From an optimization exercise on the open Yosys and OpenROAD flow, aimed at small area, a short achievable clock period and few clock cycles; shortcuts taken in it are not production practice.
The RTL was checked by simulation tests, not by an equivalence proof against the original design.
Power and IR drop assume default switching activity.

## apf_core
module apf_core (
    input  wire        clk,
    input  wire        rst,           
    input  wire        start,         
    input  wire [31:0] program_len,
    input  wire [31:0] packet_len,
    input  wire [31:0] filter_age,
    output wire        prog_rd,
    output wire [31:0] prog_addr,
    input  wire [7:0]  prog_data,
    output wire        pkt_rd,
    output wire [31:0] pkt_addr,
    input  wire [7:0]  pkt_data,
    output reg         done,          
    output reg         pass           
);
Settings: LEC_CHECK=0, CAP_MARGIN=20, CORE_MARGIN=2, CORE_UTILIZATION=40, PLACE_DENSITY=0.55, SLEW_MARGIN=20, TNS_END_PERCENT=0; clock period 11.0 ns.
standard.sh (not shown) runs the stock make flow with config.mk's settings and CLKGATE_MAP_FILE= SYNTH_SCRIPT=/design/flow/synth_recipe.tcl, a recipe that flattens the netlist after the stock synthesis.
==> flow/flow/run.sh <==
#!/bin/bash
set -euo pipefail
export SETUP_SLACK_MARGIN=7.5
bash standard.sh > standard.log 2>&1
Testbench counts at the start, summed over its fixed seeds: cycles 179,610.
Edit:
--- a/flow/design.v
+++ b/flow/design.v
@@ -26,25 +26,24 @@
     reg [NS-1:0] st;
     reg [31:0] fa;           
     reg        fa_lt;        
     reg        dropf;        
     reg        pv;           
     reg [31:0] plen_r, klen_r;
     reg [31:0] budget;
     reg        bdec;         
     reg [31:0] r0, r1;
     reg [4:0]  opc;
     reg        rsel;
     reg        rsel_x;       
-    reg        rsel_y;       
     reg        c_eq, c_ne, c_gt, c_lt, c_set, c_al;    
     reg        jtk;          
     reg        rdt;          
     reg        tlt, tdr;     
     reg [1:0]  szf;          
     reg [1:0]  bcnt;         
     reg [31:0] imm;          
     reg [31:0] cmp;          
     reg [31:0] paddr;        
     reg        okf;          
     reg        lok_c;        
     reg        lnm;          
@@ -65,26 +64,25 @@
     reg [4:0]  sk;           
     reg        hit_r;        
     reg [3:0]  tsel_r;       
     reg        bsel;         
     reg [3:0]  hp;           
     reg [3:0]  ic;           
     reg        k0ok, st1;
     reg [31:0] ring [0:15];
     reg        x_add, x_and, x_or, x_li, x_cj, x_jb, x_nn, x_swap, x_mov, x_fault;
     wire [7:0]  b      = prog_data;
     wire [31:0] rr     = rsel ? r1 : r0;           
     wire [31:0] rb     = bsel ? r1 : r0;           
-    wire [31:0] xop    = {rsel_y ? imm[31:16] : r1[31:16],
-                          rsel_x ? imm[15:0]  : r1[15:0]};    
+    wire [31:0] xop    = rsel_x ? imm : r1;        
     wire [31:0] shv    = xop;                      
     wire [31:0] imm_nx = {imm[23:0], b};
     wire        op_cj  = (opc >= 5'd15 && opc <= 5'd19);
     wire        op_jmpc = (opc >= 5'd14 && opc <= 5'd20);       
     wire        ld_idx = (opc >= 5'd4);
     wire        nopf   = nopf_r;
     wire [2:0]  ld_sz  = (opc == 5'd1 || opc == 5'd4) ? 3'd1 :
                          (opc == 5'd2 || opc == 5'd5) ? 3'd2 : 3'd4;
     wire        act_op   = st[S_OP];
     wire        bud0     = e0;
     wire        dec      = act_op && pv && !bud0;      
     wire        imm_byte = st[S_IMM] && pv;
@@ -380,25 +378,24 @@
             reg e2;
             e2 = bdec ? (budget == 32'd3) : (budget == 32'd2);
             if (start_now) begin
                 e0 <= (program_len == 32'd0);
                 e1 <= (program_len == 32'd1);
             end else if (dec_ok) begin
                 e0 <= e1;
                 e1 <= e2;
             end
         end
         if (start_now)   budget <= program_len;
         else if (bdec)   budget <= budget - 32'd1;
-        rsel_y <= dec ? !b[0] : rsel_x;
         if (dec) begin
             opc    <= b[7:3];
             rsel   <= b[0];
             rsel_x <= !b[0];
             nopf_r <= (b[7:3] == 5'd14) || ((b[7:3] >= 5'd15 && b[7:3] <= 5'd19) && b[0]);
             szf    <= b[2:1];
         end
         if (d_go) begin
             c_al  <= d_op == 5'd14;
             c_eq  <= d_op == 5'd15;
             c_ne  <= d_op == 5'd16;
             c_gt  <= d_op == 5'd17;
Power rose by about 1%.
Sequential share of layout area went up by 0.64 points.
Clock-buffer cell count rose by 3.
Design area decreases by 1.8%.
Global-route usage falls by 2.5 points.
Testbench counts after the change, summed over its fixed seeds: cycles 179,610.

re-timing with driven ports:
The flow's constraints put no driver on any port. The routed layouts listed below were extracted and timed again, unchanged, in two steps.
Step 1: set_driving_cell puts a clkbuf_16 on clk and a buf_2 on each other input, an assumption about the parent block.
Step 2 times the ports against the registers' clock, not the clock port: input delays grow and output delays shrink by t, the midpoint of the rising clock arrivals with the driver on.
Three values: ideal ports, drivers, drivers and shift; two values: the first two.
run	shift t [ns]	setup WS [ns]	worst setup path at the end
the first run	0.780	6.213 / 6.213 / 5.617	input to register
the second run	0.777	6.172 / 6.093 / 5.615	input to register
After both steps every run listed still meets setup and hold. For the first run, which loses most, drivers alone change the setup slack by 0.000 ns; drivers and shift together by -0.596 ns.
